This design comes from an exercise in tuning for small area on the open sky130 flow, not from production work.
In this exercise RTL edits were held to simulation tests only and were not proved equivalent to the original.
The clock port is modelled as an ideal driver, which makes a skipped or thinned clock tree look cheaper than it is; a real chip needs a root buffer or a tree.
Power and IR drop assume default switching activity.

// ufa_top
module ufa_top (
  input             clk,
  input             rst,
  input             in_valid,
  output            in_ready,
  input      [1:0]  in_op,
  input      [7:0]  in_data,
  input      [31:0] in_now,
  output            out_valid,
  input             out_ready,
  output     [1:0]  out_kind,
  output     [31:0] out_data
);
  localparam [1:0] OP_FEED = 2'd0, OP_TICK = 2'd1, OP_LOCK = 2'd2;
  localparam [1:0] K_WAKE = 2'd0, K_TX = 2'd1, K_EVENT = 2'd2, K_DIAG = 2'd3;
  localparam [1:0] S_IDLE = 2'd0, S_DIAG = 2'd1, S_EVT = 2'd2, S_TX = 2'd3;
  localparam [1:0] F_LOCK = 2'd0, F_ACK = 2'd1, F_DISC = 2'd2, F_POLL = 2'd3;
  localparam [31:0] T_FRAME = 32'd10;
  localparam [31:0] T_POLL  = 32'd1800000;
  reg [5:0]  rx_len;
  reg [7:0]  h_cmd, h_len;
  reg [7:0]  h_ss;
  reg        bad_src;        
  reg [7:0]  h_p;            
  reg        p_ov, p_90;     
  reg [7:0]  x_prev;         
  reg [7:0]  b_last;         
  reg [31:0] lbt;            
  reg [31:0] lp;             
  reg        lp_zero;        
  reg        discovered;
  reg [3:0]  ph;             
  reg        go;             
  reg        lpl;            
  reg        ba, ga, bb, gb;   
  reg [1:0]  st;
  reg [1:0]  ftype;
  reg [2:0]  k;              
  reg        poll_pend;
  reg        f_sum;          
  wire first   = (ph == 4'd0);
  wire last_ph = (ph == 4'd15);
  wire can     = (ph[2:0] == 3'd7);    
  wire idle    = (st == S_IDLE);
  wire vnow = first ? (in_valid & idle) : go;
  wire [1:0] nb = in_now[{ph, 1'b0} +: 2];
  wire [1:0] ka = T_FRAME[{ph, 1'b0} +: 2];
  wire [1:0] kb = T_POLL[{ph, 1'b0} +: 2];
  wire [1:0] ra = lbt[1:0];
  ...
For scale: roughly 82 I/O pins, roughly 5400 um^2 of cells after synthesis.
export LEC_CHECK = 0
export CAP_MARGIN = 20
export CORE_MARGIN = 2
export CORE_UTILIZATION = 40
export SLEW_MARGIN = 20
create_clock -name core_clock -period 10.0 [get_ports {clk}]
standard.sh (not shown) runs the stock make flow with config.mk's settings and CLKGATE_MAP_FILE= SYNTH_SCRIPT=/design/flow/synth_recipe.tcl, a recipe that flattens the netlist after the stock synthesis.
==> flow/flow/run.sh <==
#!/bin/bash
# Own layout flow: the standard flow (standard.sh) with
#  1. the standard synthesis, then its combinational logic re-mapped by ABC with
#     area-oriented scripts (every register cell, name and type is kept: the
#     registers are blackboxes to ABC); several runs of ABC's &deepsyn run in
#     parallel, in three rounds, and the smallest netlist is kept;
#  2. ports buffered with buf_1 (still one buffer per port);
#  3. a hand-built two-level clock tree (flow/manual_cts.tcl) instead of
#     TritonCTS.
# Each tool writes its full output to a log of its own in this folder.
set -euo pipefail
HERE=$(pwd)
PLAT=$FLOW_HOME/platforms/$FLOW_PLATFORM
LIB=$PLAT/lib/sky130_fd_sc_hd__tt_025C_1v80.lib
RES=$HERE/orfs/results/$FLOW_PLATFORM/ufa_top/base
VARS=("BUFFER_PORTS_ARGS=-buffer_cell sky130_fd_sc_hd__buf_1"
      "PRE_CTS_TCL=$HERE/flow/manual_cts.tcl")

# 1. standard synthesis up to the Yosys netlist
bash standard.sh "${VARS[@]}" "$RES/1_2_yosys.v" > log_1_synth.log 2>&1

# 2. re-map the combinational logic
python3 flow/genmodels.py "$LIB" cells_models.v > log_2_models.log 2>&1
DU=$(sed -n '/DONT_USE_CELLS/,/^$/p' $PLAT/config.mk | grep -o 'sky130_fd_sc_hd__[a-z0-9_]*' | sed 's/^/-dont_use /' | tr '\n' ' ')
cp "$RES/1_2_yosys.v" resyn_r0.v

# resyn IN OUT TAG ABC-LINES...: one ABC run on the combinational logic of IN
resyn() {
  local in=$1 out=$2 tag=$3; shift 3
  printf '%s\n' "$@" > "abc_$tag.script"
  cat > "resyn_$tag.ys" <<EOS
read_verilog cells_models.v
read_verilog $in
hierarchy -top $FLOW_TOP
flatten
techmap
opt -fast
opt_clean
abc -script $HERE/abc_$tag.script -liberty $LIB $DU
opt_clean -purge
splitnets
hilomap -singleton -hicell sky130_fd_sc_hd__conb_1 HI -locell sky130_fd_sc_hd__conb_1 LO
insbuf -buf sky130_fd_sc_hd__buf_1 A X
opt_clean -purge
rename -hide w:*.*
write_verilog -noattr -nohex -nodec $out
tee -q -o stat_$tag.txt stat -liberty $LIB
EOS
  yosys -s "resyn_$tag.ys" > "log_2_resyn_$tag.log" 2>&1 || true
}
area_of() { grep -h 'Chip area' "stat_$1.txt" 2>/dev/null | awk '{print $NF}' || true; }

# three rounds of four &deepsyn runs (two seeds, with and without two-input
# LUTs): rounds 1 and 2 start from the standard netlist, round 3 from the
# smallest netlist so far; the smallest netlist of all is kept
best_in=resyn_r0.v; best_a=""
for round in 1 2 3; do
  start=resyn_r0.v
  [[ $round == 3 ]] && start=$best_in
  tags=()
  for seed in 1 2; do
    for lut in n t; do
      s=$(( (round - 1) * 2 + seed ))
      tag=r${round}s${s}$lut
      tags+=($tag)
      opt=""; [[ $lut == t ]] && opt="-t"
      resyn $start resyn_$tag.v $tag strash ifraig dc2 '&get -n' '&st' \
        "&deepsyn -T 60 -S $s $opt" '&dch -f' '&nf -a -R 1000' '&put' topo &
    done
  done
  wait
  for tag in "${tags[@]}"; do
    a=$(area_of $tag)
    [[ -n "$a" && -s resyn_$tag.v ]] || continue
    if [[ -z "$best_a" ]] || awk -v a="$a" -v b="$best_a" 'BEGIN{exit !(a < b)}'; then
      best_in=resyn_$tag.v; best_a=$a
    fi
  done
  echo "after round $round: $best_in ($best_a)" >> resyn_choice.log
done
cp $best_in 1_2_yosys_resyn.v
cp 1_2_yosys_resyn.v "$RES/1_2_yosys.v"
rm -f "$RES/1_synth.odb" "$RES/1_synth.sdc"

# 3. the rest of the standard flow
bash standard.sh "${VARS[@]}" finish > log_3_layout.log 2>&1
Other scripts of this flow, unchanged in this note and not shown: flow/flow/genmodels.py, flow/flow/manual_cts.tcl
Next try:
--- a/flow/design.v
+++ b/flow/design.v
@@ -68,16 +68,16 @@
   wire src_ok_now = (h_ss == 8'hB0) || (h_ss == 8'hB1 && c11);   
   wire chk_src_ok = ~bad_src;
   wire frame_ok   = !chk_short && !chk_sum && !chk_size && chk_src_ok;
   wire t_short = chk_short;
   wire t_sum   = ~chk_short & chk_sum;
   wire t_size  = ~chk_short & ~chk_sum & chk_size;
   wire t_src   = ~chk_short & ~chk_sum & ~chk_size & ~chk_src_ok;
-  wire len0 = (h_len == 8'd0);
-  wire len2 = (h_len[7:1] != 7'd0);
+  wire len0 = (n == 6'd5);
+  wire len2 = (n >= 6'd7);
   wire r13 = (h_p == 8'h13);
   wire r90 = (h_p == 8'h90);
   wire q09 = ~p_ov & (h_p == 8'h09);
   wire q15 = ~p_ov & (h_p == 8'h15);
   wire q18 = ~p_ov & (h_p == 8'h18);
   wire q19 = ~p_ov & (h_p == 8'h19);
   wire q1B = ~p_ov & (h_p == 8'h1B);
Critical path depth decreases by 1.
Cell area stays the same.
Worst setup slack improved by 150 ps.
Maximum frequency came out higher by 2.3%.
Via count stays flat.
Clock power climbs by about 2%.
Sequential share of layout area stays the same.
Routed wire length rose by 4.2%.
Cell count went down by 0.58%.
First-iteration DRC count fell by 19%.
Clock skew went up by 12 ps.
Flip-flop and latch count stays the same.
Synthesized cell count fell by 1.2%.
Worst hold slack is worse by 8.9 ps.
No run of this note takes its clock network from TritonCTS; it comes from the design's own scripts or RTL.

re-timing with driven ports:
The flow's constraints put no driver on any port. The routed layouts listed below were extracted and timed again, unchanged, in two steps.
Step 1 (the two cells are an assumption about what drives the block):
set clk [get_ports {clk}]
set_driving_cell -lib_cell sky130_fd_sc_hd__clkbuf_16 $clk
set_driving_cell -lib_cell sky130_fd_sc_hd__buf_2 [delete_from_list [all_inputs] $clk]
Step 2 adds t to the input delays and takes it off the output delays; t is the mean of the earliest and latest rising clock arrival at the registers after step 1. Input paths then give back, and output paths get back, about the clock's delay inside the block.
Slacks: ideal ports / drivers / drivers and shift; pairs: ideal ports / drivers.
| run | shift t [ns] | setup WS [ns] | hold slack, ns | pins driven straight from the clock port |
|---|---|---|---|---|
| the first run | 0.433 | 3.145 / 3.124 / 3.124 | 0.314 / 0.314 / 0.314 | 1 |
| the second run | 0.443 | 3.297 / 3.275 / 3.275 | 0.305 / 0.305 / 0.305 | 1 |
After both steps setup and hold are still met in every run listed. For the second run, which loses most, drivers alone change the setup slack by -0.022 ns; drivers and shift together by -0.022 ns.
